What follows belongs to an exercise in optimizing a design on an open flow for small area, a short achievable clock period and few clock cycles; a production flow would make more cautious choices. In this exercise RTL edits were held to simulation tests only and were not proved equivalent to the original. No activity file was given, so power comes from the tool's default toggle rates.

===== design/flow/constraint.sdc =====
create_clock -name core_clock -period 24.0 [get_ports {clk}]
set_input_delay 4.8000 -clock core_clock [delete_from_list [all_inputs] [get_ports {clk}]]
set_output_delay 4.8000 -clock core_clock [all_outputs]
set_load 0.01 [all_outputs]

===== design/flow/design.v =====
module dither_core (
    input  wire        clk,
    input  wire        rst,             
    input  wire        start,
    input  wire [1:0]  cfg_mode,        
    input  wire        cfg_invert,
    input  wire        cfg_frame,
    input  wire        cfg_pack,        
    input  wire [7:0]  cfg_threshold,
    input  wire [15:0] cfg_width,
    input  wire [15:0] cfg_height,
    output reg         busy,
    output reg         done,
    output reg         error,
    input  wire        in_valid,
    output reg         in_ready,
    input  wire [15:0] in_data,
    output reg         out_valid,
    input  wire        out_ready,
    output reg  [7:0]  out_data,
    output reg         out_last
);
    localparam [15:0] FULL = 16'd65280;
    localparam        RW   = 28;           
    localparam        NV   = 60;           
    reg        idle;         
    reg [1:0]  mode;
    reg        pack;
    reg        invert;
    reg        frame;
    reg [7:0]  thr;
    reg [6:0]  wsrc;         
    reg [2:0]  wsel;         
    reg [15:0] rl;           
    reg  fs;                 
    reg  atk;                
    wire ord = mode == 2'd2;
    wire [5:0] wm1 = {wsel, 3'b111};       
    wire [1:0] lsel = wsel[2] ? wsel[1:0] : 2'd0;
    wire [5:0] lm1  = {1'b1, lsel, 3'b111};    
    reg        run;          
    reg        err_st;       
    reg        hdr_act;      
    reg [3:0]  hdr_idx;
    reg        trl_act;      
    reg [2:0]  trl_idx;
    reg        pend_full;    
    reg [7:0]  pend_data;
    reg        pend_last;
    reg [5:0]  x;            
    reg [5:0]  dcnt;         
    reg        row0, row1;   
    reg [2:0]  ym;           
    reg        vq;           
    reg [15:0] dq;
    reg        first;        
    reg        second;       
    reg        al;           
    reg        be;           
    reg        lastcol;      
    reg        penult;       
    reg        real_px;      
    reg        hdr_lag;      
    reg        pe_lag;       
    reg [6:0]  bits;
    wire start_ok = start && idle;
    reg        st1;          
    reg        wbig;         
    wire geom_bad = wbig || wsrc == 7'd0 || wsrc > 7'd64 || rl == 16'd0;
    wire lastrow = (rl == 16'd1);
    wire lastrow2 = (rl == 16'd2);
    wire padok   = (!be || pe_lag) && !(lastcol && row0 && hdr_lag);
    wire proc    = run && al && (real_px ? vq : padok);
    wire [5:0] x_inc = lastcol ? 6'd0 : x + 6'd1;
    wire [5:0] x1     = proc ? x_inc : x;
    wire       rowst  = proc && lastcol;          
    wire       run1   = run && !(rowst && lastrow);
    wire       row0_1 = rowst ? 1'b0 : row0;
    wire       row1_1 = rowst ? row0 : row1;
    wire [15:0] rl1   = rowst ? rl - 16'd1 : rl;
    wire       lastrow1 = rowst ? lastrow2 : lastrow;
    wire out_free   = !out_valid || out_ready;
    wire hdr_load   = out_free && hdr_act;
    wire hdr_act1   = hdr_act && !(hdr_load && hdr_idx == 4'd12);
    wire pend_take  = out_free && !hdr_act && pend_full;
    wire push       = proc && be;
    wire pend_full1 = push || (pend_full && !pend_take);
    wire       lwide    = (wsel < 3'd4);                   
    wire [5:0] lmw      = {3'b101, 3'b000} - {wsel + 3'd1, 3'b000};    
    wire [5:0] dcnt1    = proc ? ((lastcol && lwide) ? lmw : dcnt)
                               : ((dcnt == 6'd0) ? lm1 : dcnt - 6'd1);
    wire       al1      = (dcnt1 == 6'd0);
    wire       be1      = (x1[2:0] == 3'd7);
    wire       lastcol1 = proc ? penult : lastcol;
    wire       real1    = ({1'b0, x1} < wsrc);
    wire       pe_lag1 = !pend_full && !push;
    wire       penult1  = proc ? (x == wm1 - 6'd2) : penult;
    wire       rdyA = run1 && !(lastcol1 && lastrow1) && !(lastcol1 && lwide)
                      && (lastcol1 || ({1'b0, x1} + 7'd1 < wsrc))
                      && (x1[2:0] != 3'd6 || pe_lag1)
                      && !(penult1 && row0_1 && hdr_act);
    wire       rdyB = run1 && (dcnt1 == 6'd1) && real1 && (!be1 || pe_lag1)
                      && !(lastcol1 && row0_1 && hdr_act);
    wire       padproc1 = run1 && al1 && !real1 && (!be1 || pe_lag1)
                          && !(lastcol1 && row0_1 && hdr_act);
    wire       realgo1  = run1 && al1 && real1;
    wire       vq1      = in_valid && in_ready;
    wire       in_ready_nx = (realgo1 ? vq1 : padproc1) ? rdyA : rdyB;
    reg  [RW-1:0] vr [0:NV-1];
    reg  [RW-1:0] e1, e2, e3, e4;
    reg  [RW-1:0] tap;
    always @(*) begin
        tap = lsel[1] ? (lsel[0] ? vr[59] : vr[51]) : (lsel[0] ? vr[43] : vr[35]);
    end
    reg  signed [16:0] ea;
    reg         [14:0] eb;        
    reg  signed [16:0] cc;        
    reg                wb_last;   
    function signed [13:0] atk_a;
        input signed [16:0] e;
        atk_a = (e >>> 3) + $signed({13'd0, e[16] && e[2:0] != 3'd0});
    endfunction
    function rnd16;
        input signed [16:0] e;
        rnd16 = e[16] && e[3:0] != 4'd0;
    endfunction
    function [1:0] l3;
        input [3:0] r;
        l3 = (r >= 4'd11) ? 2'd2 : (r >= 4'd6) ? 2'd1 : 2'd0;
    endfunction
    function [2:0] l5;
        input [3:0] r;
        l5 = (r >= 4'd13) ? 3'd4 : (r >= 4'd10) ? 3'd3 : (r >= 4'd7) ? 3'd2 : (r >= 4'd4) ? 3'd1 : 3'd0;
    endfunction
    function [2:0] l7;
        input [3:0] r;
        l7 = (r >= 4'd14) ? 3'd6 : (r >= 4'd12) ? 3'd5 : (r >= 4'd10) ? 3'd4 : (r >= 4'd7) ? 3'd3 :
             (r >= 4'd5) ? 3'd2 : (r >= 4'd3) ? 3'd1 : 3'd0;
    endfunction
    wire signed [13:0] zl  = e3[13:0];
    wire signed [13:0] zm  = e2[13:0];
    wire signed [13:0] zr  = e1[13:0];
    wire        [3:0]  rl4 = e3[17:14];
    wire        [3:0]  rm4 = e2[17:14];
    wire        [3:0]  rr4 = e1[17:14];
    wire               rl_ = zl[13] && rl4 != 4'd0;
    wire               rm_ = zm[13] && rm4 != 4'd0;
    wire               rr_ = zr[13] && rr4 != 4'd0;
    wire               x1_0 = proc ? lastcol : first;     
    wire               m_l  = !row0_1 && !x1_0;
    wire               m_m  = !row0_1;
    wire               m_r  = !row0_1 && !lastcol1;
    wire               m_d  = !row0_1 && !row1_1;
    wire        [2:0]  l5m  = !zm[13] ?
                            ((rm4 >= 4'd13) ? 3'd4 : (rm4 >= 4'd10) ? 3'd3 : (rm4 >= 4'd7) ? 3'd2 :
                             (rm4 >= 4'd4)  ? 3'd1 : 3'd0) :
                            ((rm4 >= 4'd13) ? 3'd5 : (rm4 >= 4'd10) ? 3'd4 : (rm4 >= 4'd7) ? 3'd3 :
                             (rm4 >= 4'd4)  ? 3'd2 : (rm4 >= 4'd1) ? 3'd1 : 3'd0);
    wire        [1:0]  l3r  = m_r ? l3(rr4) : 2'd0;
    wire signed [16:0] u1 = m_l ? zl : 17'sd0;
    wire signed [16:0] u3 = m_m ? zm : 17'sd0;
    wire signed [16:0] u5 = m_r ? zr : 17'sd0;
    wire signed [16:0] u2 = fs ? $signed({u3[14:0], l3r}) : (m_d ? $signed(e2[27:14]) : 17'sd0);
    wire signed [16:0] u4 = fs ? $signed({u5[15:0], m_l && rl_}) : 17'sd0;
    wire        [2:0]  u6 = (fs && m_m) ? l5m : 3'd0;
    wire               u7 = fs && m_r && rr_;
    wire signed [16:0] c_nx = u1 + u2 + u3 + u4 + u5 + $signed({14'd0, u6}) + $signed({16'd0, u7});
    wire        in_big = (in_data[15:8] == 8'hFF) && (in_data[7:0] != 8'd0);
    wire [15:0] dq_nx  = (!real1 || in_big) ? FULL : in_data;
    wire [15:0] fval   = dq;
    wire signed [12:0] za   = ea >>> 4;
    wire signed [18:0] za19 = {{6{za[12]}}, za};
    wire signed [18:0] ea19 = {{5{ea[16]}}, ea[16:3]};
    wire signed [18:0] eb19 = {{5{eb[14]}}, eb[14:1]};
    wire        [3:0]  ra   = ea[3:0];
    wire        [2:0]  lr   = !ea[16] ?
                            ((ra >= 4'd14) ? 3'd6 : (ra >= 4'd12) ? 3'd5 : (ra >= 4'd10) ? 3'd4 :
                             (ra >= 4'd7)  ? 3'd3 : (ra >= 4'd5)  ? 3'd2 : (ra >= 4'd3)  ? 3'd1 : 3'd0) :
                            ((ra >= 4'd14) ? 3'd7 : (ra >= 4'd12) ? 3'd6 : (ra >= 4'd10) ? 3'd5 :
                             (ra >= 4'd7)  ? 3'd4 : (ra >= 4'd5)  ? 3'd3 : (ra >= 4'd3)  ? 3'd2 :
                             (ra >= 4'd1)  ? 3'd1 : 3'd0);
    wire        c8a = ea[16] && ea[2:0] != 3'd0;
    wire        c8b = eb[0];
    wire [18:0] op0 = {3'b000, fval};
    wire [18:0] op1 = cc;
    wire [18:0] op2 = first ? 19'd0 : fs ? {za19[15:0], lr} : ea19;
    wire [18:0] op3 = (first || (!fs && second)) ? 19'd0 : fs ? ~za19 : eb19;
    wire        b1  = !first && (fs || c8a);
    wire        b2  = !first && !fs && !second && c8b;
    wire [18:0] s1  = op0 ^ op1 ^ op3;
    wire [18:0] k1  = {(op0[17:0] & op1[17:0]) | (op0[17:0] & op3[17:0]) | (op1[17:0] & op3[17:0]), b1};
    wire [18:0] s2  = s1 ^ k1 ^ op2;
    wire [18:0] k2  = {(s1[17:0] & k1[17:0]) | (s1[17:0] & op2[17:0]) | (k1[17:0] & op2[17:0]), b2};
    wire [8:0]  vlo = s2[7:0] + k2[7:0];
    wire        c8  = vlo[8];
    wire [10:0] v_hi = s2[18:8] + k2[18:8] + {10'd0, c8};
    wire [10:0] nthr = -{3'b000, thr};
    wire [10:0] sT  = s2[18:8] ^ k2[18:8] ^ nthr;
    wire [10:0] kT  = {(s2[17:8] & k2[17:8]) | (s2[17:8] & nthr[9:0]) | (k2[17:8] & nthr[9:0]), 1'b0};
    wire [10:0] vt_hi = sT + kT + {10'd0, c8};
    wire        d_white = !vt_hi[10];
    wire [10:0] kwc = 11'h701;                  
    wire [10:0] sW  = s2[18:8] ^ k2[18:8] ^ kwc;
    wire [10:0] kW  = {(s2[17:8] & k2[17:8]) | (s2[17:8] & kwc[9:0]) | (k2[17:8] & kwc[9:0]), 1'b0};
    wire [10:0] vw_hi = sW + kW + {10'd0, c8};
    wire signed [18:0] v = {v_hi, vlo[7:0]};
    wire signed [16:0] e_new = {d_white ? vw_hi[8:0] : v_hi[8:0], vlo[7:0]};
    wire [7:0]  fh    = fval[15:8];
    wire [5:0]  bm    = {x[0] ^ ym[0], ym[0], x[1] ^ ym[1], ym[1], x[2] ^ ym[2], ym[2]};
    wire        o_black = ({2'b00, fh} + 10'd126) < ({2'b00, bm, 2'b00} + {2'b00, thr});
    wire        n_black = (fh < thr);
    wire        p_black = real_px && (dq != 16'd0);
    wire        black   = pack ? p_black : (fs || atk) ? !d_white : ord ? o_black : n_black;
    wire        pix_bit = pack ? black : (black ^ invert);
    reg [7:0] hdr_byte;
    always @(*) begin
        case (hdr_idx)
            4'd0:  hdr_byte = 8'h1B;
            4'd1:  hdr_byte = 8'h40;
            4'd2:  hdr_byte = 8'h1B;
            4'd3:  hdr_byte = 8'h61;
            4'd4:  hdr_byte = 8'h01;
            4'd5:  hdr_byte = 8'h1D;
            4'd6:  hdr_byte = 8'h76;
            4'd7:  hdr_byte = 8'h30;
            4'd8:  hdr_byte = 8'h00;
            4'd9:  hdr_byte = {4'b0, 1'b0, wsel} + 8'd1;
            4'd10: hdr_byte = 8'h00;
            4'd11: hdr_byte = rl[7:0];
            default: hdr_byte = rl[15:8];
        endcase
    end
    reg [7:0] trl_byte;
    always @(*) begin
        case (trl_idx)
            3'd0, 3'd3: trl_byte = 8'h1B;
            3'd1, 3'd4: trl_byte = 8'h64;
            default:    trl_byte = 8'h02;
        endcase
    end
    wire [2:0] cfg_wsel = cfg_width[5:3] - {2'b0, cfg_width[2:0] == 3'd0};
    integer i;
    always @(posedge clk) begin
        if ((proc && !first) || wb_last)
            vr[0] <= atk ? {e4[13:0], atk_a(ea)} : {{(RW-18){1'b0}}, ea[3:0], ea[16], ea[16:4]};
        else
            vr[0] <= e4;
        for (i = 1; i < NV; i = i + 1)
            vr[i] <= vr[i-1];
        e1 <= tap;
        e2 <= e1;
        e3 <= e2;
        e4 <= e3;
        cc <= c_nx;
        dq <= dq_nx;
        if (idle) begin
            mode   <= cfg_mode;
            pack   <= cfg_pack;
            fs     <= !cfg_pack && cfg_mode == 2'd0;
            atk    <= !cfg_pack && cfg_mode == 2'd1;
            invert <= cfg_invert;
            frame  <= cfg_frame;
            thr    <= cfg_threshold;
            wsrc   <= cfg_width[6:0];
            wsel   <= cfg_wsel;
            rl     <= cfg_height;
            x      <= 6'd0;
            dcnt   <= 6'd2;
            wbig   <= cfg_width[15:7] != 9'd0;
            row0   <= 1'b1;
            row1   <= 1'b0;
            ym     <= 3'd0;
            first  <= 1'b1;
            second <= 1'b0;
            al      <= 1'b0;
            be      <= 1'b0;
            lastcol <= 1'b0;
            penult  <= 1'b0;
            real_px <= 1'b1;
        end else begin
            al      <= al1;
            be      <= be1;
            lastcol <= lastcol1;
            penult  <= (x1 == wm1 - 6'd1);
            real_px <= real1;
            x  <= x1;
            dcnt <= dcnt1;
            rl <= rl1;
            row0 <= row0_1;
            row1 <= row1_1;
            if (rowst)
                ym <= ym + 3'd1;
            if (proc) begin
                first  <= lastcol;
                second <= first;
            end
        end
        wb_last <= proc && lastcol;
        if (proc) begin
            ea <= e_new;
            eb <= {ea[16:3], c8a};
            if (be)
                pend_data <= {bits, pix_bit};
            else
                bits <= {bits[5:0], pix_bit};
            if (be)
                pend_last <= lastcol && lastrow && !frame;
        end
        hdr_lag <= hdr_act;
        pe_lag  <= pe_lag1;
    end
    always @(posedge clk) begin
        if (rst) begin
            busy      <= 1'b0;
            idle      <= 1'b1;
            done      <= 1'b0;
            error     <= 1'b0;
            in_ready  <= 1'b0;
            out_valid <= 1'b0;
            out_last  <= 1'b0;
            run       <= 1'b0;
            err_st    <= 1'b0;
            st1       <= 1'b0;
            hdr_act   <= 1'b0;
            trl_act   <= 1'b0;
            pend_full <= 1'b0;
            vq        <= 1'b0;
        end else begin
            done  <= 1'b0;
            error <= 1'b0;
            vq    <= in_valid && in_ready;
            st1 <= start_ok;
            if (start_ok) begin
                busy    <= 1'b1;
                idle    <= 1'b0;
                hdr_idx <= 4'd0;
                trl_idx <= 3'd0;
                run     <= 1'b1;
                in_ready <= 1'b0;
            end else if (st1 && geom_bad) begin
                run      <= 1'b0;
                in_ready <= 1'b0;
                err_st   <= 1'b1;
            end else begin
                if (st1)
                    hdr_act <= frame;
                in_ready <= in_ready_nx;
                run      <= run1;
                if (rowst && lastrow)
                    trl_act <= frame;
                if (err_st) begin
                    err_st <= 1'b0;
                    busy   <= 1'b0;
                    idle   <= 1'b1;
                    done   <= 1'b1;
                    error  <= 1'b1;
                end
                pend_full <= pend_full1;
                if (out_free) begin
                    if (hdr_act) begin
                        out_valid <= 1'b1;
                        out_data  <= hdr_byte;
                        out_last  <= 1'b0;
                        hdr_idx   <= hdr_idx + 4'd1;
                        if (hdr_idx == 4'd12)
                            hdr_act <= 1'b0;
                    end else if (pend_full) begin
                        out_valid <= 1'b1;
                        out_data  <= pend_data;
                        out_last  <= pend_last;
                    end else if (trl_act && !run) begin
                        out_valid <= 1'b1;
                        out_data  <= trl_byte;
                        out_last  <= (trl_idx == 3'd5);
                        trl_idx   <= trl_idx + 3'd1;
                        if (trl_idx == 3'd5)
                            trl_act <= 1'b0;
                    end else begin
                        out_valid <= 1'b0;
                        if (busy && !run && !err_st && !trl_act) begin
                            busy <= 1'b0;
                            idle <= 1'b1;
                            done <= 1'b1;
                        end
                    end
                end
            end
        end
    end
endmodule

===== design/flow/flow/run.sh =====
#!/bin/bash
# Own layout flow: the standard synthesis and ORFS steps, with the timing
# repair asked to keep a setup margin (the clock and constraints are the standard flow's).
set -euo pipefail
bash standard.sh synth > synth.log 2>&1
bash standard.sh SETUP_SLACK_MARGIN=18 "BUFFER_PORTS_ARGS=-buffer_cell sky130_fd_sc_hd__buf_2" \
  "CTS_ARGS=-sink_clustering_enable -repair_clock_nets -sink_clustering_size 23 -sink_clustering_max_diameter 50 -dont_use_dummy_load -sink_clustering_buffer sky130_fd_sc_hd__clkbuf_8" \
  finish > layout.log 2>&1

===== design/flow/config.mk =====
export PLATFORM = sky130hd
export DESIGN_NAME = dither_core
export DESIGN_NICKNAME = dither_core
export VERILOG_FILES = /design/flow/design.v
export SDC_FILE = /design/flow/constraint.sdc
export NUM_CORES = 8
export LEC_CHECK = 0
export CAP_MARGIN = 20
export CORE_MARGIN = 2
export CORE_UTILIZATION = 60
export PLACE_DENSITY = 0.75
export SLEW_MARGIN = 20

===== design/flow/standard.sh =====
#!/bin/bash
# synth_recipe.tcl (not shown) runs the flow's synth.tcl, then flattens the netlist and writes it again
# the make line also repeats each setting of config.mk as NAME=value (left out here)
make -C /OpenROAD-flow-scripts/flow DESIGN_CONFIG=/design/flow/config.mk WORK_HOME=/design/flow/orfs CLKGATE_MAP_FILE= SYNTH_SCRIPT=/design/flow/synth_recipe.tcl "${@:-finish}"

==> results of run 1 <==
-- kinds of logic (layout without fill, tap and decap cells) --
logic type / after synthesis / in the layout / synth area share [%]
AO/OA/AOI/OAI: 379 / 379 / 4.65
XOR/XNOR: 100 / 100 / 1.71
adder cells (fa/ha/maj): 225 / 225 / 7.00
buffers and inverters: 244 / 388 / 1.81
flip-flops: 1971 / 1971 / 79.0
multiplexers: 25 / 25 / 0.490
other: 0 / 2 / 0
AND/OR/NAND/NOR: 573 / 575 / 5.38
-- stage by stage --
step	cell area [µm²]	cells
finish	54900	4809
global route	54900	4807
CTS	54800	4799
detailed placement	53000	4680
global placement	53000	4680
floorplan	51300	3517
-- cell usage after synthesis (10+ instances only) --
cell      instances
a211oi_1         10
a21o_1           16
a21oi_1          84
a22o_1           11
a31oi_1          35
and2_1           65
and3_1           14
buf_1            10
clkbuf_1         61
dfxtp_1        1866
edfxtp_1        105
fa_1            103
ha_1            122
inv_1           168
mux2i_1          24
nand2_1         214
nand2b_1         22
nand3_1          32
nand4_1          13
nor2_1          108
nor2b_1          20
nor3_1           25
nor4_1           11
o211ai_1         10
o21ai_0         103
o21bai_1         10
o22ai_1          30
or2_2            11
or3_1            15
xnor2_1          64
xor2_1           36
-- layout make-up --
| cell class | instances | area, µm² |
|---|---|---|
| Sequential cell | 1971 | 40500 |
| Inverter | 171 | 677 |
| Tap cell | 1144 | 1430 |
| Antenna cell | 2 | 5.00 |
| Fill cell | 6099 | 30000 |
| Multi-Input combinational cell | 1304 | 10000 |
| Clock buffer | 116 | 1700 |
| Timing Repair Buffer | 101 | 573 |
-- state kept, by name, indices dropped and copies added (netlist names), 2 cells and up --
register,cells
trl_idx,3
out_data,8
thr,8
wsel,3
ym,3
hdr_idx,4
rl,16
cc,17
wsrc,7
vr,1680
eb,15
ea,17
mode,2
bits,7
dq,16
pend_data,8
e1,28
dcnt,6
e3,28
x,6
e2,28
e4,28
-- routing by layer --
metal  wire length (µm)  up-vias
met5                 10        -
met3               3750      138
met2              34500      453
met1              37700    11129
li1                   -    11633
met4               2080        2
-- power by group through the flow --
stage          Sequential [mW]  Clock, mW  Combinational (mW)
2_1_floorplan             3.71          0               0.106
3_3_place_gp              3.75          0               0.147
3_5_place_dp              3.77          0               0.151
4_1_cts                   3.70       1.39               0.152
5_1_grt                   3.72       1.51               0.172
6_report                  3.69       1.35               0.153
-- placed cells by master (no fill, tap or decap), types with 65 or more instances in the layout --
| cell type | count |
|---|---|
| clkbuf_8 | 107 |
| nor2_1 | 104 |
| a21oi_1 | 83 |
| o21ai_0 | 103 |
| fa_1 | 103 |
| inv_1 | 168 |
| dfxtp_1 | 1862 |
| ha_1 | 122 |
| nand2_1 | 208 |
| edfxtp_1 | 105 |
| buf_2 | 79 |
| and2_1 | 65 |
-- final timing paths --
kind	start	to	slack (ps)	depth (start not counted)
setup / recovery	out_data[3]	out_data[3]	18050	1
hold / removal	e3[27]	e4[27]	240	0
setup reg to reg	row0	cc[15]	18290	19
hold reg to reg	e3[27]	e4[27]	240	0
-- what timing repair did --
item / CTS / global route
resized for setup: 16 / 18
setup buffers: 3 / 6
cloned: 0 / 2
pin swaps: 1 / 5
endpoints found under the setup margin: 26 / 13
hold buffers: 0 / 0
==> flow_summary_export.csv, run 1 <==
group,metric,value,unit
synth,synth.area.top_cells,"dfxtp_1, edfxtp_1, fa_1",
synth,syn-cell-area,51300,µm²
placed_design,io_buffer_count,79,
power,comb_power_share,2.9,%
timing,max_slew.worst_pin.slew,1070,ps
setup_path,timing.critical_path.cells,"buf_2",
global_routing,globalRouteTotalUtil,18.1,%
timing,rsz_0062_raised_after_global_routing,"true",
setup_path,worstSetupStartpointType,"flip-flop",
synth,yosysTopAreaCell,"dfxtp_1",
floorplanning,die_width,296,µm
routing,drtIter0Drc,1526,
synth,ys_dominant_reg_cell,"dfxtp_1",
synth,postSynthCellCount,3517,
power,net-switching-power,1.08,mW
power,leakage,22.7,nW
power,power_density,94.5,nW/µm²
floorplanning,i_o_pin_total,80,
timing,report.final.slew_viol_count,0,
timing,finalHoldViolCount,0,
timing,finalCritPeriodShare,24.8,%
routing,finalWirelength,78100,µm
global_routing,number_of_antenna_violations_at_the_first_check_in_global_routing,3,
routing,first_pass_iters,5,
timing,final.setup_skew,93.2,ps
finish,design.final.nets,3956,
clocking,clockBufferDepth,3,
floorplanning,die-height,296,µm
timing,finalHoldWorstSlack,244,ps
clocking,cts_tree,"yes",
synth,synth_top_area_share,72.8,%
setup_path,worst_ep_arrival_time,1150,ps
synth,synth_enable_flop_cells,105,
synth,yosysSeqAreaShare,79.0,%
setup_path,number_of_buffers_and_inverters_on_the_critical_path,1,
worst_hold_path,timing.hold.worst.class,"flip-flop to flip-flop",
global_routing,met1_use_gr,26.3,%
timing,setup_viol_count_final,0,
floorplanning,row_count,107,
power,finalPower,5.19,mW
synth,synth-seq-cells,1971,
floorplanning,core_area,84900,µm²
outcome,run_status,"timing/DRC/antenna clean",
routing,postRouteAntennaNets,0,
global_routing,vias_in_the_first_global_route,23042,
clocking,numCtsBuffers,116,
synth,synthesized_netlist_net_count,3808,
synth,synth_async_sr_flop_share,0,%
global_routing,global_route.peak_usage_layer,"met2",
timing,final.setup.tns,0,ps
setup_path,slowest_delay,370,ps
routing,wl_per_cell,16.2,µm
synth,synth-warning-count,2,
timing,layout_setup_ws,18050,ps
setup_path,cp_max_fo,1,
setup_path,worst_ep_required_time,19200,ps
power,power.share.clock,26.0,%
floorplanning,fp.dieArea,87800,µm²
global_routing,grt_max_degree,57,
global_routing,wire_length_of_the_first_global_routing_pass,123000,µm
routing,detail_route.vias_per_cell,4.86,
routing,drc,0,
setup_path,critical_path.top_delay_family,"flip-flops",
placed_design,globalplace.congestion,0.864,
clocking,worst_skew_pair.late_latency,670,ps
power,largest_vdd_supply_drop,0.0747,mV
placed_design,dpl_worst_slack,16430,ps
timing,finalWorstPathRequiredPeriod,5950,ps
synth,post_synth.cell_area_avg,14.6,µm²
global_routing,global_route.usage.met2,27.6,%
power,pwr-share-seq,71.1,%
global_routing,grt.met3_usage,3.35,%
finish,utilization,64.7,%
timing,fmaxAchievable,0.168,GHz
floorplanning,start_util,60.4,%
clocking,root_buffer,"clkbuf_16",
clocking,clkTransAtPathRegs,100,ps
setup_path,timing_worst_setup_path_type,"flip-flop to output port",
setup_path,cp_slowest_cell,"edfxtp_1",
finish,layout-drive-gt1-share,7.34,%
synth,synth_cell_types,76,
finish,areaGrowthSynthToFinish,7.03,%
clocking,cts_sink_count,1971,
global_routing,globalRouteOverflowTotal,0,
clocking,htree_num_levels,3,
routing,dr_total_vias,23355,
placed_design,detailed_place_hpwl,51200,µm
setup_path,critical_path_end_type,"output port",
timing,timing.slew.headroom,28.9,%
run,max-cap-violations,0,
power,internal,4.11,mW
power,netSwitchingFraction,20.8,%
Testbench counts, summed over its fixed seeds: cycles 111,708.
==> inputs of run 2 (changes only) <==
==> design/flow/flow/run.sh (replaced) <==
#!/bin/bash
# Own layout flow: the standard synthesis and ORFS steps, with the timing
# repair asked to keep a setup margin (the clock and constraints are the standard flow's).
set -euo pipefail
bash standard.sh synth > synth.log 2>&1
bash standard.sh SETUP_SLACK_MARGIN=18 "BUFFER_PORTS_ARGS=-buffer_cell sky130_fd_sc_hd__buf_2" \
  "CTS_ARGS=-sink_clustering_enable -repair_clock_nets -sink_clustering_size 20 -sink_clustering_max_diameter 60 -dont_use_dummy_load -sink_clustering_buffer sky130_fd_sc_hd__clkbuf_8" \
  finish > layout.log 2>&1
==> flow_summary_export.csv, run 2 <==
group,metric,value,unit
finish,n_fill_cell,6106,
timing,finalHoldViolCount,0,
finish,utilization,64.7,%
floorplanning,row_count,107,
routing,finalWirelength,78400,µm
timing,finalCritPeriodShare,24.9,%
setup_path,timing_worst_setup_path_type,"flip-flop to output port",
global_routing,globalRouteTotalUtil,18.0,%
floorplanning,die_width,296,µm
synth,synth.area.top_cells,"dfxtp_1, edfxtp_1, fa_1",
synth,xor_xnor_share_of_the_synthesized_area,1.71,%
synth,synth_cell_types,76,
synth,compound_gate_portion_of_the_synthesized_area,4.65,%
routing,first_pass_iters,5,
routing,drtIter0Drc,1610,
synth,synth_most_common_cell,"dfxtp_1",
setup_path,slowest_delay,380,ps
routing,drc,0,
global_routing,wire_length_of_the_first_global_routing_pass,123000,µm
setup_path,cp_slowest_cell,"edfxtp_1",
global_routing,number_of_antenna_violations_at_the_first_check_in_global_routing,3,
synth,synth_async_sr_flop_share,0,%
setup_path,worstSetupStartpointType,"flip-flop",
synth,ys_dominant_reg_cell,"dfxtp_1",
placed_design,detailed_place_hpwl,51200,µm
global_routing,globalRouteOverflowTotal,0,
synth,postSynthCellCount,3517,
setup_path,worst_ep_required_time,19200,ps
timing,rsz_0062_raised_after_global_routing,"true",
power,largest_vdd_supply_drop,0.0769,mV
setup_path,worst_ep_arrival_time,1170,ps
finish,layout.cells.most_common,"dfxtp_1",
synth,post_synth.cell_area_avg,14.6,µm²
clocking,root_buffer,"clkbuf_16",
timing,fmaxAchievable,0.168,GHz
clocking,clockBufferDepth,3,
run,max-cap-violations,0,
clocking,worst_skew_pair.late_latency,640,ps
routing,wl_per_cell,16.3,µm
synth,synth.top_cells.by_count,"dfxtp_1, nand2_1, inv_1",
floorplanning,fp.dieArea,87800,µm²
floorplanning,core_area,84900,µm²
clocking,clkTransAtPathRegs,110,ps
timing,timing.slew.headroom,27.0,%
routing,postRouteAntennaNets,0,
placed_design,globalplace.congestion,0.864,
global_routing,grt_max_degree,57,
power,leakage,22.7,nW
clocking,cts_tree,"yes",
synth,post_synth_and_or_nand_nor_area_fraction,5.38,%
timing,report.final.slew_viol_count,0,
routing,dr_total_vias,23443,
clocking,postCtsHoldBufs,0,
synth,synth_fa_ha_area_share,7.00,%
timing,max_slew.worst_pin.slew,1100,ps
setup_path,number_of_buffers_and_inverters_on_the_critical_path,1,
finish,layout-drive-gt1-share,7.39,%
floorplanning,i_o_pin_total,80,
synth,synth-warning-count,2,
power,finalPower,5.19,mW
outcome,run_status,"timing/DRC/antenna clean",
placed_design,io_buffer_count,79,
routing,detail_route.vias_per_cell,4.87,
finish,areaGrowthSynthToFinish,7.03,%
synth,synth-seq-cells,1971,
finish,design.final.nets,3958,
setup_path,timing.critical_path.cells,"buf_2",
synth,yosysTopAreaCell,"dfxtp_1",
clocking,numCtsBuffers,115,
setup_path,critical_path.top_delay_family,"flip-flops",
timing,final.setup.tns,0,ps
setup_path,critical_path_end_type,"output port",
clocking,cts_sink_count,1971,
floorplanning,start_util,60.4,%
worst_hold_path,timing.hold.worst.class,"flip-flop to flip-flop",
floorplanning,die-height,296,µm
synth,post_synth_mux_area_share,0.490,%
global_routing,vias_in_the_first_global_route,23056,
synth,yosysSeqAreaShare,79.0,%
timing,final.setup_skew,69.3,ps
finish,register_with_the_most_flip_flops,"vr",
synth,combinational_family_with_the_most_area_after_synthesis,"adder cells",
finish,flip_flop_count_of_the_largest_register_all_copies_and_words_added,1680,
clocking,htree_num_levels,3,
synth,synth_enable_flop_cells,105,
synth,syn-cell-area,51300,µm²
power,power_density,94.5,nW/µm²
timing,finalWorstPathRequiredPeriod,5970,ps
setup_path,cp_max_fo,1,
synth,synth_top_area_share,72.8,%
finish,most-common-layout-cells,"dfxtp_1, nand2_1, inv_1",
synth,synthesized_netlist_net_count,3808,
timing,setup_viol_count_final,0,
run 2: changes by cell type in the layout (fill, tap and decap cells not counted):
cell        previous run  this run
clkinvlp_4             0         1
diode_2                2         1
nand2_8                2         1
clkbuf_8             107       106
nor2_2                 2         3
clkinv_2               1         0
buf_4                 21        23
nand2_4                2         3
run 2: per-layer routing:
metal / global-route usage (%) / routed length [µm] / up-vias
met4: 5.74 / 2130 / 2
met2: 27.6 / 34600 / 416
li1: - / - / 11643
met5: 0 / 9 / -
met3: 3.30 / 3510 / 146
met1: 26.2 / 38100 / 11236
run 2: what timing repair did:
action | 4_1_cts | 5_1_grt
gates resized for setup | 16 | 17
gates cloned | 0 | 3
pin swaps | 0 | 4
setup endpoints to repair | 30 | 17
setup buffers | 0 | 11
run 2: metrics by stage:
step	instances	cell area, µm²	hold slack (ps)	setup slack (ps)
after CTS	4795	54700	264	17930
after global routing	4809	54900	261	17940
after global placement	4680	53000	310	16580
after floorplan	3517	51300	310	18060
final	4810	54900	264	18030
after detailed placement	4680	53000	312	16430
run 2: cells by family (layout without fill, tap and decap cells):
group	Yosys count	in the layout
compound gates	379	379
fa+ha+maj	225	225
other cells	0	1
buf+inv	244	389
mux	25	25
flops	1971	1971
simple gates	573	576
xor+xnor	100	100
run 2: power by group:
group	internal, mW	switching (mW)
logic	0.0592	0.0936
registers	3.58	0.108
clock network	0.469	0.878
run 2: layout make-up:
cell class | instances | area, µm² | area share (%)
Clock buffer | 115 | 1680 | 3.07
Sequential cell | 1971 | 40500 | 73.8
Inverter | 171 | 679 | 1.24
Multi-Input combinational cell | 1305 | 10000 | 18.2
Timing Repair Buffer | 103 | 588 | 1.07
Antenna cell | 1 | 2.50 | 0.00456
Tap cell | 1144 | 1430 | 2.61
run 2: path summary, 6_finish.rpt:
check                                  from           to  slack (ps)  depth (start not counted)
worst max-delay path            out_data[7]  out_data[7]       18030                          1
worst min-delay path                 e3[20]       e4[20]         260                          0
worst max register to register         row0       cc[15]       18320                         19
worst min register to register       e3[20]       e4[20]         260                          0
==> inputs of run 3 (changes only) <==
--- a/design/flow/design.v
+++ b/design/flow/design.v
@@ -115,3 +115,2 @@
     reg  signed [16:0] ea;
-    reg         [14:0] eb;        
     reg  signed [16:0] cc;        
@@ -173,3 +172,3 @@
     wire signed [18:0] ea19 = {{5{ea[16]}}, ea[16:3]};
-    wire signed [18:0] eb19 = {{5{eb[14]}}, eb[14:1]};
+    wire signed [18:0] eb19 = {{5{vr[0][13]}}, vr[0][13:0]};
     wire        [3:0]  ra   = ea[3:0];
@@ -182,3 +181,2 @@
     wire        c8a = ea[16] && ea[2:0] != 3'd0;
-    wire        c8b = eb[0];
     wire [18:0] op0 = {3'b000, fval};
@@ -188,3 +186,3 @@
     wire        b1  = !first && (fs || c8a);
-    wire        b2  = !first && !fs && !second && c8b;
+    wire        b2  = 1'b0;
     wire [18:0] s1  = op0 ^ op1 ^ op3;
@@ -300,3 +298,2 @@
             ea <= e_new;
-            eb <= {ea[16:3], c8a};
             if (be)
--- a/design/flow/flow/run.sh
+++ b/design/flow/flow/run.sh
@@ -5,3 +5,3 @@
 bash standard.sh synth > synth.log 2>&1
-bash standard.sh SETUP_SLACK_MARGIN=18 "BUFFER_PORTS_ARGS=-buffer_cell sky130_fd_sc_hd__buf_2" \
+bash standard.sh SETUP_SLACK_MARGIN=18 DONT_BUFFER_PORTS=1 PRE_GLOBAL_PLACE_TCL=$PWD/flow/ports.tcl \
   "CTS_ARGS=-sink_clustering_enable -repair_clock_nets -sink_clustering_size 20 -sink_clustering_max_diameter 60 -dont_use_dummy_load -sink_clustering_buffer sky130_fd_sc_hd__clkbuf_8" \
==> design/flow/flow/ports.tcl (new file) <==
# Buffer every port: inputs with the smallest buffer, outputs with a buf_4.
buffer_ports -inputs -buffer_cell sky130_fd_sc_hd__buf_1
buffer_ports -outputs -buffer_cell sky130_fd_sc_hd__buf_4
==> flow_summary_export.csv, run 3 <==
group,metric,value,unit
outcome,run_status,"timing/DRC/antenna clean",
setup_path,worst_ep_required_time,19200,ps
synth,compound_gate_portion_of_the_synthesized_area,4.62,%
placed_design,dpl-instance-area,52000,µm²
synth,combinational_family_with_the_most_area_after_synthesis,"adder cells",
timing,max_slew.worst_pin.slew,1020,ps
finish,n_fill_cell,5898,
synth,synth_cell_types,80,
synth,synth_most_common_cell,"dfxtp_1",
synth,syn-cell-area,50800,µm²
timing,rsz_0062_raised_after_global_routing,"false",
finish,most-common-layout-cells,"dfxtp_1, nand2_1, inv_1",
finish,layout.cells.most_common,"dfxtp_1",
routing,first_pass_iters,5,
timing,finalCritPeriodShare,24.4,%
finish,register_with_the_most_flip_flops,"vr",
finish,multi_input_gate_area,9910,µm²
clocking,htree_num_levels,3,
synth,post_synth.cell_area_avg,14.6,µm²
synth,synth-seq-cells,1956,
power,power_density,95.6,nW/µm²
placed_design,place.detailed.instances,4558,
routing,dr_total_vias,22777,
finish,design.final.nets,3845,
timing,finalHoldViolCount,0,
power,largest_vdd_supply_drop,0.0747,mV
finish,final-instance-count-excl-fill,4688,
floorplanning,fp.dieArea,87000,µm²
synth,yosysSeqAreaShare,78.9,%
setup_path,worstSetupStartpointType,"flip-flop",
setup_path,worst_ep_arrival_time,1050,ps
synth,post_synth_and_or_nand_nor_area_fraction,5.27,%
timing,finalWorstPathRequiredPeriod,5850,ps
clocking,numCtsBuffers,115,
synth,synth_enable_flop_cells,90,
routing,finalWirelength,78900,µm
clocking,clkTransAtPathRegs,110,ps
worst_hold_path,timing.hold.worst.class,"flip-flop to flip-flop",
clocking,worst_skew_pair.late_latency,650,ps
floorplanning,start_util,60.7,%
clocking,root_buffer,"clkbuf_16",
timing,final.setup_skew,64.7,ps
floorplanning,die_width,295,µm
clocking,cts_sink_count,1956,
timing,final.setup.tns,0,ps
global_routing,globalRouteOverflowTotal,0,
global_routing,vias_in_the_first_global_route,22766,
floorplanning,die-height,295,µm
routing,detail_route.vias_per_cell,4.86,
placed_design,io_buffer_count,79,
synth,synth_fa_ha_area_share,7.06,%
synth,xor_xnor_share_of_the_synthesized_area,1.76,%
synth,postSynthCellCount,3482,
synth,synthesized_netlist_net_count,3772,
floorplanning,i_o_pin_total,80,
clocking,cts_tree,"yes",
global_routing,number_of_antenna_violations_at_the_first_check_in_global_routing,3,
routing,drc,0,
synth,post_synth_mux_area_share,0.604,%
synth,synth.area.top_cells,"dfxtp_1, edfxtp_1, fa_1",
routing,wl_per_cell,16.8,µm
synth,synth_top_area_share,73.5,%
placed_design,globalplace.congestion,0.880,
synth,synth_async_sr_flop_share,0,%
floorplanning,core_area,83700,µm²
floorplanning,row_count,106,
synth,ys_dominant_reg_cell,"dfxtp_1",
synth,yosysTopAreaCell,"dfxtp_1",
global_routing,grt_max_degree,84,
finish,areaGrowthSynthToFinish,6.20,%
global_routing,wire_length_of_the_first_global_routing_pass,123000,µm
timing,setup_viol_count_final,0,
routing,postRouteAntennaNets,0,
power,leakage,22.2,nW
finish,sequential_cell_area,40100,µm²
run,max-cap-violations,0,
timing,finalHoldWorstSlack,281,ps
setup_path,timing_worst_setup_path_type,"flip-flop to output port",
timing,report.final.slew_viol_count,0,
clocking,postCtsHoldBufs,0,
finish,post-route-cell-area,53900,µm²
finish,flip_flop_count_of_the_largest_register_all_copies_and_words_added,1680,
timing,fmaxAchievable,0.171,GHz
finish,layout-drive-gt1-share,5.38,%
routing,drtIter0Drc,1271,
placed_design,detailed_place_hpwl,51500,µm
setup_path,critical_path_end_type,"output port",
global_routing,globalRouteTotalUtil,18.3,%
timing,timing.slew.headroom,32.3,%
synth,synth.top_cells.by_count,"dfxtp_1, nand2_1, inv_1",
clocking,clockBufferDepth,3,
synth,synth-warning-count,2,
setup_path,cp_max_fo,3,
## run 3: path summary, 6_finish.rpt
kind                            slack, ps      start  depth (start not counted)         to
worst max register to register      18270    lastcol                         26     cc[14]
worst min-delay path                  280  vr[41][0]                          0  vr[42][0]
worst max-delay path                18150       busy                          0       busy
worst min register to register        280  vr[41][0]                          0  vr[42][0]
## run 3: cells by family (layout without fill, tap and decap cells)
logic type / Yosys count / count (layout)
other cells: 0 / 1
fa+ha+maj: 225 / 225
flops: 1956 / 1956
compound gates: 369 / 369
buf+inv: 241 / 311
xor+xnor: 102 / 102
mux: 30 / 30
simple gates: 559 / 560
## run 3: cell type report
type / count / area share (%)
inverters: 172 / 1.24
multi-input cells: 1286 / 18.4
flip-flops and latches: 1956 / 74.3
repair inverters: 2 / 0.0255
clock buffers: 115 / 3.12
repair buffers: 22 / 0.329
diodes: 1 / 0.00464
well taps: 1134 / 2.63
## run 3: routing by layer
| layer | track usage [%] | up-vias | share of wire, % |
|---|---|---|---|
| li1 | - | 11332 | - |
| met3 | 3.52 | 142 | 4.7 |
| met4 | 6.36 | 2 | 3.0 |
| met1 | 26.2 | 10879 | 49 |
| met2 | 28.1 | 422 | 44 |
| met5 | 0 | - | 0.022 |
## run 3: metrics by stage
stage                     utilization [%]  power (mW)  setup WS, ps
final                                64.5        5.15         18150
after global routing                 64.4        5.35         17980
after CTS                            64.3        5.20         18050
after detailed placement             62.2        3.88         16610
after global placement               62.2        3.87         16840
after floorplan                         -        3.79         18030
## run 3: timing repair
action / 4_1_cts / 5_1_grt
pin swaps: 1 / 4
resized for setup: 15 / 10
gates cloned: 2 / 1
buffers inserted: 3 / 8
setup endpoints to repair: 22 / 7
## run 3: report_power, final
part           total [mW]  leakage [nW]  internal [mW]  switching, mW
clock network        1.34         0.873          0.468          0.874
registers            3.67          16.2           3.55          0.113
logic               0.145          5.14         0.0565         0.0885
Testbench counts of run 3, summed over its fixed seeds: cycles 111,708.
==> inputs of run 4 (changes only) <==
==> design/flow/flow/ports.tcl (replaced) <==
# Buffer every port: inputs with the smallest buffer, outputs with a buf_4.
buffer_ports -inputs -buffer_cell sky130_fd_sc_hd__buf_1
buffer_ports -outputs -buffer_cell sky130_fd_sc_hd__buf_2
==> flow_summary_export.csv, run 4 <==
group,metric,value,unit
outcome,run_status,"timing/DRC/antenna clean",
routing,wl_met1,38300,µm
run,max-cap-violations,0,
power,leakage,22.2,nW
synth,syn-cell-area,50800,µm²
clocking,cts_sink_count,1956,
setup_path,reg2reg_from,"lastcol",
synth,synth_most_common_cell,"dfxtp_1",
finish,register_with_the_most_flip_flops,"vr",
routing,wl_per_cell,16.8,µm
worst_hold_path,timing.hold.worst_path_depth,0,
timing,final.setup.tns,0,ps
setup_path,worstSetupStartpointType,"flip-flop",
global_routing,globalRouteOverflowTotal,0,
synth,postSynthCellCount,3482,
global_routing,number_of_antenna_violations_at_the_first_check_in_global_routing,3,
routing,first_pass_iters,5,
timing,finalWorstPathRequiredPeriod,5850,ps
timing,timing.slew.headroom,32.3,%
finish,areaGrowthSynthToFinish,6.20,%
floorplanning,i_o_pin_total,80,
setup_path,critical_path_end_type,"output port",
worst_hold_path,hold_path_startpoint,"vr[41][0]",
synth,synthesized_netlist_net_count,3772,
setup_path,r2r_cells,26,
placed_design,io_buffer_count,79,
routing,postRouteAntennaNets,0,
global_routing,grt_max_degree,84,
finish,final-instance-count-excl-fill,4688,
timing,report.final.slew_viol_count,0,
clocking,worst_skew_pair.late_latency,650,ps
worst_hold_path,timing.hold.worst.class,"flip-flop to flip-flop",
clocking,htree_num_levels,3,
synth,yosysSeqAreaShare,78.9,%
setup_path,worst_ep_required_time,19200,ps
finish,layout-drive-gt1-share,5.38,%
global_routing,vias_in_the_first_global_route,22766,
placed_design,detailed_place_hpwl,51500,µm
synth,synth_async_sr_flop_share,0,%
synth,synth_cell_types,80,
clocking,cts_tree,"yes",
power,largest_vdd_supply_drop,0.0747,mV
synth,yosysTopAreaCell,"dfxtp_1",
timing,finalCritPeriodShare,24.4,%
worst_hold_path,min_to,"vr[42][0]",
floorplanning,core_area,83700,µm²
timing,rsz_0062_raised_after_global_routing,"false",
global_routing,wire_length_of_the_first_global_routing_pass,123000,µm
routing,drc,0,
floorplanning,die_width,295,µm
timing,finalHoldViolCount,0,
timing,setup_viol_count_final,0,
setup_path,worst_ep_arrival_time,1050,ps
timing,final.setup_skew,64.7,ps
finish,most-common-layout-cells,"dfxtp_1, nand2_1, inv_1",
finish,layout.cells.most_common,"dfxtp_1",
floorplanning,die-height,295,µm
synth,synth-warning-count,2,
setup_path,timing.rr.end,"cc[14]",
synth,synth.area.top_cells,"dfxtp_1, edfxtp_1, fa_1",
routing,dr.max_layer_used,"met5",
clocking,numCtsBuffers,115,
floorplanning,fp.dieArea,87000,µm²
placed_design,globalplace.congestion,0.880,
timing,fmaxAchievable,0.171,GHz
clocking,clockBufferDepth,3,
routing,dr_total_vias,22777,
synth,synth_enable_flop_cells,90,
setup_path,timing_worst_setup_path_type,"flip-flop to output port",
routing,finalWirelength,78900,µm
routing,met3RoutedLength,3710,µm
setup_path,cp_max_fo,3,
placed_design,place.detailed.instances,4558,
power,power_density,95.6,nW/µm²
global_routing,globalRouteTotalUtil,18.3,%
floorplanning,row_count,106,
routing,detail_route.vias_per_cell,4.86,
clocking,clkTransAtPathRegs,110,ps
synth,ys_dominant_reg_cell,"dfxtp_1",
finish,flip_flop_count_of_the_largest_register_all_copies_and_words_added,1680,
synth,synth-seq-cells,1956,
finish,design.final.nets,3845,
setup_path,setup.reg_to_reg.worst_slack,18270,ps
synth,synth_top_area_share,73.5,%
floorplanning,start_util,60.7,%
routing,wl_met2,34500,µm
synth,synth.top_cells.by_count,"dfxtp_1, nand2_1, inv_1",
clocking,root_buffer,"clkbuf_16",
synth,post_synth.cell_area_avg,14.6,µm²
timing,max_slew.worst_pin.slew,1020,ps
routing,drtIter0Drc,1271,
-- run 4: cell counts in the layout (fill, tap and decap cells not counted) --
No cell type changed its count.
-- run 4: what timing repair did --
item	4_1_cts	5_1_grt
pin swaps	1	4
gates cloned	2	1
gates resized for setup	15	10
endpoints found under the setup margin	22	7
setup buffers	3	8
hold buffers	0	0
-- run 4: how the worst max path moves through the flow --
stage / from / depth (start not counted) / to
after detailed placement: lastcol / 22 / cc[13]
final: busy / 0 / busy
after global routing: be / 26 / cc[14]
after CTS: row0 / 22 / cc[13]
after floorplan: start / 6 / out_last
after global placement: lastcol / 22 / cc[13]
-- run 4: cell type report --
class	instances	area, µm²
timing repair buffer	22	178
multi-input combinational	1286	9910
antenna	1	2.50
tap	1134	1420
fill	5898	29700
timing repair inverter	2	13.8
inverter	172	667
clock buffer	115	1680
sequential	1956	40100
-- run 4: metal layers --
metal	vias up	GRT usage, %
met3	142	3.52
met4	2	6.36
met2	422	28.1
met1	10879	26.2
met5	-	0
li1	11332	-
-- run 4: per-stage QoR --
step                      cell area (µm²)  setup WS (ps)  utilization (%)  total power [mW]  hold WS (ps)
final                               53900          18150             64.5              5.15           281
after global routing                53900          17980             64.4              5.35           277
after global placement              52000          16840             62.2              3.87           310
after detailed placement            52000          16610             62.2              3.88           312
after CTS                           53800          18050             64.3              5.20           282
after floorplan                     50800          18030                -              3.79           310
-- run 4: cell families after synthesis --
group | after synthesis | synth area share, %
AO/OA/AOI/OAI | 369 | 4.62
multiplexers | 30 | 0.604
buffers and inverters | 241 | 1.81
adder cells (fa/ha/maj) | 225 | 7.06
XOR/XNOR | 102 | 1.76
AND/OR/NAND/NOR | 559 | 5.27
flip-flops | 1956 | 78.9
-- run 4: where the power goes --
part | total [mW] | switching (mW) | leakage [nW] | internal [mW]
clock network | 1.34 | 0.874 | 0.873 | 0.468
logic | 0.145 | 0.0885 | 5.14 | 0.0565
registers | 3.67 | 0.113 | 16.2 | 3.55
==> inputs of run 5 (changes only) <==
--- a/design/flow/flow/run.sh
+++ b/design/flow/flow/run.sh
@@ -5,3 +5,3 @@
 bash standard.sh synth > synth.log 2>&1
-bash standard.sh SETUP_SLACK_MARGIN=18 DONT_BUFFER_PORTS=1 PRE_GLOBAL_PLACE_TCL=$PWD/flow/ports.tcl \
+bash standard.sh SETUP_SLACK_MARGIN=18 DONT_BUFFER_PORTS=1 PRE_RESIZE_TCL=$PWD/flow/ports.tcl \
   "CTS_ARGS=-sink_clustering_enable -repair_clock_nets -sink_clustering_size 20 -sink_clustering_max_diameter 60 -dont_use_dummy_load -sink_clustering_buffer sky130_fd_sc_hd__clkbuf_8" \
==> flow_summary_export.csv, run 5 <==
group,metric,value,unit
outcome,run_status,"timing/DRC/antenna clean",
timing,fmaxAchievable,0.167,GHz
synth,synth.top_cells.by_count,"dfxtp_1, nand2_1, inv_1",
timing,timing.slew.headroom,29.4,%
routing,finalWirelength,80300,µm
timing,layout_setup_ws,18010,ps
finish,areaGrowthSynthToFinish,6.84,%
global_routing,number_of_antenna_violations_at_the_first_check_in_global_routing,4,
synth,synth_enable_flop_cells,90,
setup_path,worst_ep_arrival_time,1190,ps
routing,dr_total_vias,23257,
timing,rsz_0062_raised_after_global_routing,"true",
timing,finalWorstPathRequiredPeriod,5990,ps
timing,finalHoldWorstSlack,256,ps
routing,drc,0,
routing,detail_route.vias_per_cell,4.88,
synth,yosysSeqAreaShare,78.9,%
synth,synthesized_netlist_net_count,3772,
synth,post_synth.cell_area_avg,14.6,µm²
worst_hold_path,timing.hold.worst.class,"flip-flop to flip-flop",
finish,multi_input_gate_area,9920,µm²
global_routing,vias_in_the_first_global_route,23438,
synth,synth_most_common_cell,"dfxtp_1",
routing,first_pass_iters,5,
timing,setup_viol_count_final,0,
routing,drtIter0Drc,1317,
finish,final-instance-count-excl-fill,4766,
timing,finalCritPeriodShare,25.0,%
setup_path,slowest_delay,400,ps
setup_path,reg2reg_from,"row0",
finish,utilization,64.8,%
synth,synth-warning-count,2,
placed_design,dpl_worst_slack,16560,ps
setup_path,cp-startpoint,"out_data[3]",
power,power_density,95.1,nW/µm²
setup_path,number_of_buffers_and_inverters_on_the_critical_path,1,
finish,register_with_the_most_flip_flops,"vr",
synth,synth-seq-cells,1956,
clocking,clkTransAtPathRegs,110,ps
clocking,cts_tree,"yes",
worst_hold_path,timing.hold.worst_path_depth,0,
clocking,worst_skew_pair.late_latency,660,ps
placed_design,place.detailed.instances,4637,
synth,synth_async_sr_flop_share,0,%
setup_path,critical_path.top_delay_family,"flip-flops",
floorplanning,die_width,295,µm
setup_path,cp_slowest_cell,"edfxtp_1",
global_routing,wire_length_of_the_first_global_routing_pass,126000,µm
setup_path,worstSetupStartpointType,"flip-flop",
synth,yosysTopAreaCell,"dfxtp_1",
setup_path,timing_worst_setup_path_type,"flip-flop to output port",
finish,flip_flop_count_of_the_largest_register_all_copies_and_words_added,1680,
synth,syn-cell-area,50800,µm²
setup_path,r2r_cells,24,
finish,n_fill_cell,5934,
floorplanning,i_o_pin_total,80,
setup_path,endpoint,"out_data[3]",
setup_path,setup.reg_to_reg.worst_slack,18260,ps
floorplanning,start_util,60.7,%
clocking,clockBufferDepth,3,
synth,ys_dominant_reg_cell,"dfxtp_1",
global_routing,grt_max_degree,84,
placed_design,detailed_place_hpwl,52100,µm
floorplanning,row_count,106,
setup_path,timing.critical_path.cells,"buf_2",
clocking,root_buffer,"clkbuf_16",
timing,max_slew.worst_pin.slew,1050,ps
synth,synth_cell_types,80,
routing,postRouteAntennaNets,0,
finish,layout-drive-gt1-share,5.62,%
synth,synth_top_area_share,73.5,%
run,max-cap-violations,0,
global_routing,globalRouteOverflowTotal,0,
global_routing,globalRouteTotalUtil,18.7,%
timing,report.final.slew_viol_count,0,
floorplanning,die-height,295,µm
placed_design,globalplace.congestion,0.867,
power,leakage,22.4,nW
finish,sequential_cell_area,40100,µm²
placed_design,io_buffer_count,0,
clocking,numCtsBuffers,115,
setup_path,timing.rr.end,"cc[13]",
timing,final.setup.tns,0,ps
setup_path,critical_path_end_type,"output port",
floorplanning,core_area,83700,µm²
setup_path,worst-path-stages,1,
floorplanning,fp.dieArea,87000,µm²
synth,synth.area.top_cells,"dfxtp_1, edfxtp_1, fa_1",
finish,layout.cells.most_common,"dfxtp_1",
synth,postSynthCellCount,3482,
setup_path,worst_ep_required_time,19200,ps
routing,wl_per_cell,16.8,µm
finish,design.final.nets,3923,
power,largest_vdd_supply_drop,0.0691,mV
clocking,cts_sink_count,1956,
setup_path,cp_max_fo,1,
timing,final.setup_skew,102,ps
clocking,htree_num_levels,3,
finish,most-common-layout-cells,"dfxtp_1, nand2_1, inv_1",
timing,finalHoldViolCount,0,
run 5: cell counts after synthesis:
No cell type changed its count.
run 5: through the flow:
| stage | power (mW) | instance area, µm² |
|---|---|---|
| floorplan | 3.79 | 50800 |
| global placement | 3.87 | 52100 |
| detailed placement | 3.89 | 52400 |
| CTS | 5.21 | 54200 |
| global route | 5.36 | 54300 |
| finish | 5.16 | 54300 |
run 5: what timing repair did:
| action | CTS | global route |
|---|---|---|
| setup buffers | 5 | 5 |
| resized for setup | 15 | 9 |
| pin swaps | 3 | 2 |
| cloned | 2 | 1 |
| hold buffers | 0 | 0 |
| endpoints found under the setup margin | 22 | 14 |
run 5: worst min-delay path by stage:
stage / from / to / slack, ps
6_report: vr[57][13] / vr[58][13] / 260
5_1_grt: vr[57][13] / vr[58][13] / 260
4_1_cts: vr[57][13] / vr[58][13] / 260
3_5_place_dp: vr[10][8] / vr[11][8] / 310
3_3_place_gp: vr[29][8] / vr[30][8] / 310
2_1_floorplan: e1[18] / e2[18] / 310
run 5: per-layer routing:
metal / part of all wire, % / wire length, µm / global-route usage (%) / up-vias
met1: 48 / 38400 / 26.3 / 11158
met4: 2.9 / 2340 / 6.18 / 4
met3: 4.7 / 3790 / 3.51 / 157
li1: - / - / - / 11495
met2: 45 / 35700 / 29.5 / 443
met5: 0.029 / 23 / 0 / -
run 5: area by class of cell:
type / instances / area share [%]
flip-flops and latches: 1956 / 73.8
inverters: 172 / 1.22
repair buffers: 100 / 0.922
diodes: 1 / 0.00461
well taps: 1134 / 2.61
repair inverters: 2 / 0.0254
multi-input cells: 1286 / 18.3
clock buffers: 115 / 3.10
run 5: logic make-up (layout without fill, tap and decap cells):
logic type	after synthesis	after routing	share of synthesized area [%]
DFF	1956	1956	78.9
AOI/OAI and AO/OA	369	369	4.62
muxes	30	30	0.604
xor gates and xnor gates	102	102	1.76
adders and majority gates	225	225	7.06
buffers and inverters	241	389	1.81
and+or+nand+nor	559	560	5.27
other	0	1	0
run 5: power by group:
part | leakage (nW) | switching, mW | internal [mW]
clock network | 0.873 | 0.875 | 0.468
registers | 16.2 | 0.114 | 3.55
logic | 5.28 | 0.0916 | 0.0590
total | 22.4 | 1.08 | 4.08
==> inputs of run 6 (changes only) <==
==> design/flow/flow/ports.tcl (replaced) <==
# Buffer every port: inputs with the smallest buffer, outputs with a buf_4.
buffer_ports -inputs -buffer_cell sky130_fd_sc_hd__buf_1
buffer_ports -outputs -buffer_cell sky130_fd_sc_hd__buf_4
==> flow_summary_export.csv, run 6 <==
group,metric,value,unit
synth,postSynthCellCount,3482,
clocking,clockBufferDepth,3,
routing,drc,0,
clocking,postCtsHoldBufs,0,
routing,dr_total_vias,23321,
synth,synth-warning-count,2,
synth,yosysSeqAreaShare,78.9,%
setup_path,worst_ep_arrival_time,1210,ps
timing,max_slew.worst_pin.slew,1030,ps
timing,fmaxAchievable,0.166,GHz
synth,synth_top_area_share,73.5,%
timing,finalHoldWorstSlack,229,ps
timing,finalCritPeriodShare,25.1,%
setup_path,worst-path-stages,1,
finish,final-instance-count-excl-fill,4767,
floorplanning,i_o_pin_total,80,
routing,drtIter0Drc,1500,
routing,finalWirelength,80400,µm
floorplanning,fp.dieArea,87000,µm²
timing,rsz_0062_raised_after_global_routing,"true",
clocking,htree_num_levels,3,
synth,synthesized_netlist_net_count,3772,
routing,wl_per_cell,16.9,µm
finish,layout-drive-gt1-share,5.73,%
synth,synth.area.top_cells,"dfxtp_1, edfxtp_1, fa_1",
placed_design,detailed_place_hpwl,52200,µm
timing,finalWorstPathRequiredPeriod,6010,ps
timing,finalHoldViolCount,0,
floorplanning,core_area,83700,µm²
setup_path,number_of_buffers_and_inverters_on_the_critical_path,1,
synth,synth_cell_types,80,
floorplanning,die_width,295,µm
synth,yosysTopAreaCell,"dfxtp_1",
finish,design.final.nets,3925,
synth,synth_enable_flop_cells,90,
synth,synth_most_common_cell,"dfxtp_1",
run,max-cap-violations,0,
clocking,cts_sink_count,1956,
outcome,run_status,"timing/DRC/antenna clean",
global_routing,number_of_antenna_violations_at_the_first_check_in_global_routing,4,
setup_path,critical_path_end_type,"output port",
power,leakage,22.4,nW
global_routing,globalRouteTotalUtil,18.8,%
timing,timing.slew.headroom,31.3,%
floorplanning,row_count,106,
synth,synth_async_sr_flop_share,0,%
synth,syn-cell-area,50800,µm²
floorplanning,die-height,295,µm
worst_hold_path,timing.hold.worst_path_depth,0,
placed_design,globalplace.congestion,0.867,
global_routing,globalRouteOverflowTotal,0,
setup_path,cp_max_fo,1,
setup_path,worstSetupStartpointType,"flip-flop",
synth,ys_dominant_reg_cell,"dfxtp_1",
finish,most-common-layout-cells,"dfxtp_1, nand2_1, inv_1",
timing,final.setup_skew,85.7,ps
setup_path,timing_worst_setup_path_type,"flip-flop to output port",
finish,areaGrowthSynthToFinish,6.96,%
finish,flip_flop_count_of_the_largest_register_all_copies_and_words_added,1680,
clocking,clkTransAtPathRegs,110,ps
clocking,root_buffer,"clkbuf_16",
synth,synth-seq-cells,1956,
routing,detail_route.vias_per_cell,4.89,
setup_path,r2r_cells,26,
timing,report.final.slew_viol_count,0,
global_routing,wire_length_of_the_first_global_routing_pass,126000,µm
setup_path,slowest_delay,420,ps
floorplanning,start_util,60.7,%
synth,synth.top_cells.by_count,"dfxtp_1, nand2_1, inv_1",
setup_path,cp_slowest_cell,"edfxtp_1",
synth,post_synth.cell_area_avg,14.6,µm²
setup_path,worst_ep_required_time,19200,ps
clocking,numCtsBuffers,116,
clocking,worst_skew_pair.late_latency,650,ps
setup_path,timing.critical_path.cells,"buf_6",
placed_design,io_buffer_count,0,
timing,final.setup.tns,0,ps
power,largest_vdd_supply_drop,0.0664,mV
routing,first_pass_iters,5,
finish,n_fill_cell,5937,
finish,layout.cells.most_common,"dfxtp_1",
timing,setup_viol_count_final,0,
power,power_density,95.1,nW/µm²
finish,insertedDiodeCount,0,
routing,postRouteAntennaNets,0,
global_routing,vias_in_the_first_global_route,23326,
setup_path,critical_path.top_delay_family,"flip-flops",
finish,register_with_the_most_flip_flops,"vr",
placed_design,place.detailed.instances,4637,
clocking,cts_tree,"yes",
worst_hold_path,timing.hold.worst.class,"flip-flop to flip-flop",
global_routing,grt_max_degree,84,
==> run 6: final cells by class <==
type	count	area (µm²)	area share [%]
multi-input combinational	1286	9910	18.2
sequential	1956	40100	73.7
timing repair buffer	101	557	1.02
inverter	172	667	1.23
tap	1134	1420	2.61
timing repair inverter	2	13.8	0.0253
clock buffer	116	1700	3.13
==> run 6: per-layer routing <==
layer  global-route usage (%)  vias up  routed length, µm
met3                     3.59      180               4030
met1                     26.6    11152              38200
li1                         -    11497                  -
met2                     29.3      488              35600
met5                        0        -                 19
met4                     6.41        4               2530
==> run 6: repair_timing <==
item,4_1_cts,5_1_grt
gates resized for setup,19,14
setup endpoints to repair,27,18
setup buffers,6,5
pin swaps,3,7
gates cloned,2,1
endpoints found under the hold margin,0,0
==> run 6: cells by family (layout without fill, tap and decap cells) <==
group                    Yosys count  after routing  synth area share (%)
flip-flops                      1956           1956                  78.9
buffers and inverters            241            391                  1.81
AO/OA/AOI/OAI                    369            369                  4.62
XOR/XNOR                         102            102                  1.76
multiplexers                      30             30                 0.604
AND/OR/NAND/NOR                  559            560                  5.27
adder cells (fa/ha/maj)          225            225                  7.06
==> run 6: metrics by stage <==
stage	instance area, µm²	total power [mW]	utilization [%]	setup slack (ps)
final	54300	5.17	64.9	17990
after global routing	54300	5.37	64.9	17920
after CTS	54200	5.22	64.8	17940
after detailed placement	52400	3.89	62.6	16580
after global placement	52100	3.87	62.2	16690
after floorplan	50800	3.79	-	18030
==> run 6: worst paths after layout <==
| path | endpoint | from | slack (ps) |
|---|---|---|---|
| worst min register to register | vr[58][13] | vr[57][13] | 230 |
| worst max-delay path | out_data[3] | out_data[3] | 17990 |
| worst max register to register | cc[14] | row0 | 18310 |
| worst min-delay path | vr[58][13] | vr[57][13] | 230 |
==> run 6: power by group <==
part           internal, mW  switching (mW)  total (mW)
Sequential             3.55           0.115        3.67
Combinational        0.0592          0.0921       0.151
Clock                 0.472           0.876        1.35
Total                  4.09            1.08        5.17
==> inputs of run 7 (changes only) <==
--- a/design/flow/flow/run.sh
+++ b/design/flow/flow/run.sh
@@ -5,3 +5,3 @@
 bash standard.sh synth > synth.log 2>&1
-bash standard.sh SETUP_SLACK_MARGIN=18 DONT_BUFFER_PORTS=1 PRE_RESIZE_TCL=$PWD/flow/ports.tcl \
+bash standard.sh SETUP_SLACK_MARGIN=18 "BUFFER_PORTS_ARGS=-buffer_cell sky130_fd_sc_hd__buf_2" \
   "CTS_ARGS=-sink_clustering_enable -repair_clock_nets -sink_clustering_size 20 -sink_clustering_max_diameter 60 -dont_use_dummy_load -sink_clustering_buffer sky130_fd_sc_hd__clkbuf_8" \
removed: design/flow/flow/ports.tcl
==> flow_summary_export.csv, run 7 <==
group,metric,value,unit
routing,wl_per_cell,16.5,µm
timing,fmaxAchievable,0.168,GHz
placed_design,globalplace.congestion,0.896,
timing,finalHoldViolCount,0,
floorplanning,start_util,60.7,%
worst_hold_path,hold_path_startpoint,"vr[5][27]",
floorplanning,i_o_pin_total,80,
global_routing,grt_max_degree,84,
routing,first_pass_iters,5,
placed_design,dpl_worst_slack,16760,ps
floorplanning,die_width,295,µm
timing,timing.slew.headroom,40.4,%
clocking,clockBufferDepth,3,
setup_path,cp_max_fo,1,
worst_hold_path,min_to,"vr[6][27]",
synth,synth.top_cells.by_count,"dfxtp_1, nand2_1, inv_1",
timing,max_slew.worst_pin.slew,894,ps
routing,dr_total_vias,23194,
synth,synth_top_area_share,73.5,%
global_routing,globalRouteTotalUtil,18.2,%
clocking,cts_sink_count,1956,
finish,layout.cells.most_common,"dfxtp_1",
synth,synth-seq-cells,1956,
finish,flip_flop_count_of_the_largest_register_all_copies_and_words_added,1680,
timing,final.setup.tns,0,ps
finish,areaGrowthSynthToFinish,7.03,%
worst_hold_path,timing.hold.worst.class,"flip-flop to flip-flop",
setup_path,timing_worst_setup_path_type,"flip-flop to output port",
setup_path,critical_path_end_type,"output port",
global_routing,globalRouteOverflowTotal,0,
timing,finalCritPeriodShare,24.8,%
synth,synth_enable_flop_cells,90,
synth,synthesized_netlist_net_count,3772,
outcome,run_status,"timing/DRC/antenna clean",
power,largest_vdd_supply_drop,0.0726,mV
clocking,cts_tree,"yes",
synth,synth_most_common_cell,"dfxtp_1",
floorplanning,row_count,106,
clocking,postCtsHoldBufs,0,
global_routing,global_route.peak_usage_layer,"met2",
routing,detail_route.vias_per_cell,4.86,
run,max-cap-violations,0,
routing,drtIter0Drc,1496,
synth,postSynthCellCount,3482,
synth,syn-cell-area,50800,µm²
power,leakage,22.6,nW
setup_path,worst-path-stages,1,
routing,finalWirelength,78500,µm
global_routing,wire_length_of_the_first_global_routing_pass,123000,µm
floorplanning,core_area,83700,µm²
finish,design.final.nets,3927,
setup_path,slowest_delay,390,ps
clocking,root_buffer,"clkbuf_16",
global_routing,met1_use_gr,26.6,%
setup_path,worst_ep_required_time,19200,ps
clocking,htree_num_levels,3,
timing,report.final.slew_viol_count,0,
power,power_density,94.7,nW/µm²
finish,most-common-layout-cells,"dfxtp_1, nand2_1, inv_1",
timing,layout_setup_ws,18040,ps
setup_path,r2r_cells,26,
synth,post_synth.cell_area_avg,14.6,µm²
setup_path,critical_path.top_delay_family,"flip-flops",
finish,layout-drive-gt1-share,7.62,%
setup_path,timing.rr.end,"cc[14]",
placed_design,place.detailed.instances,4642,
synth,synth-warning-count,2,
synth,synth.area.top_cells,"dfxtp_1, edfxtp_1, fa_1",
global_routing,grt.met3_usage,3.78,%
routing,drc,0,
clocking,numCtsBuffers,113,
==> run 7: area by class of cell <==
type	count	area, µm²
clock buffers	113	1660
well taps	1134	1420
flip-flops and latches	1956	40100
repair inverters	2	13.8
fillers	5906	29300
repair buffers	106	632
inverters	172	667
diodes	1	2.50
multi-input cells	1286	9900
==> run 7: where the power goes <==
part | total (mW) | internal, mW | switching (mW)
logic | 0.160 | 0.0621 | 0.0978
registers | 3.66 | 3.55 | 0.108
clock network | 1.33 | 0.461 | 0.867
==> run 7: logic make-up (layout without fill, tap and decap cells) <==
| logic type | count (synthesis) | count (layout) | share of synthesized area, % |
|---|---|---|---|
| flip-flops | 1956 | 1956 | 78.9 |
| AND/OR/NAND/NOR | 559 | 560 | 5.27 |
| AO/OA/AOI/OAI | 369 | 369 | 4.62 |
| buffers and inverters | 241 | 393 | 1.81 |
| adder cells (fa/ha/maj) | 225 | 225 | 7.06 |
| XOR/XNOR | 102 | 102 | 1.76 |
| multiplexers | 30 | 30 | 0.604 |
| other | 0 | 1 | 0 |
==> run 7: per-stage QoR <==
step / util (%) / instance area [µm²] / power (mW)
CTS: 64.8 / 54200 / 5.20
global placement: 62.7 / 52500 / 3.88
floorplan: - / 50800 / 3.79
detailed placement: 62.7 / 52500 / 3.89
finish: 65.0 / 54400 / 5.15
global route: 65.0 / 54400 / 5.35
==> run 7: what timing repair did <==
item                                    4_1_cts  5_1_grt
endpoints found under the setup margin       24       11
pin swaps                                     2        3
gates cloned                                  2        2
hold endpoints to repair                      0        0
gates resized for setup                      14       14
buffers inserted                              4        6
==> run 7: worst max-delay path by stage <==
stage | end | slack, ps | start
2_1_floorplan | out_last | 18030 | start
3_3_place_gp | cc[13] | 16920 | lastcol
3_5_place_dp | cc[13] | 16760 | lastcol
4_1_cts | out_data[3] | 17980 | out_data[3]
5_1_grt | out_data[3] | 17970 | out_data[3]
6_report | out_data[3] | 18040 | out_data[3]
==> run 7: metal layers <==
layer	part of all wire [%]	wire [µm]	vias up
li1	-	-	11500
met5	0	0	-
met2	43	33800	494
met4	3.1	2400	0
met1	48	38000	11043
met3	5.5	4310	157

separate check: timing with driven ports:
Ports are ideal in the flow. The routed layouts listed here were re-timed in OpenROAD. Step 1 assumes that a clkbuf_16 drives the clock port and a buf_2 every other input. Step 2 also shifts input and output timing later by t, the mid clock arrival at the registers, as if the neighbouring blocks saw the same clock. Slacks: no drivers / after step 1 / after step 2; pairs: no drivers / after step 1.
run	t, ns	slack for setup (ns)
run 1	0.697	18.046 / 17.977 / 17.510
run 2	0.678	18.034 / 17.968 / 17.515
run 3	0.692	18.146 / 18.079 / 17.918
run 4	0.692	18.146 / 18.079 / 17.918
run 5	0.673	18.006 / 17.943 / 17.795
run 6	0.681	17.987 / 17.917 / 17.822
run 7	0.683	18.037 / 17.972 / 17.810
After both steps setup and hold are still met in every run listed.
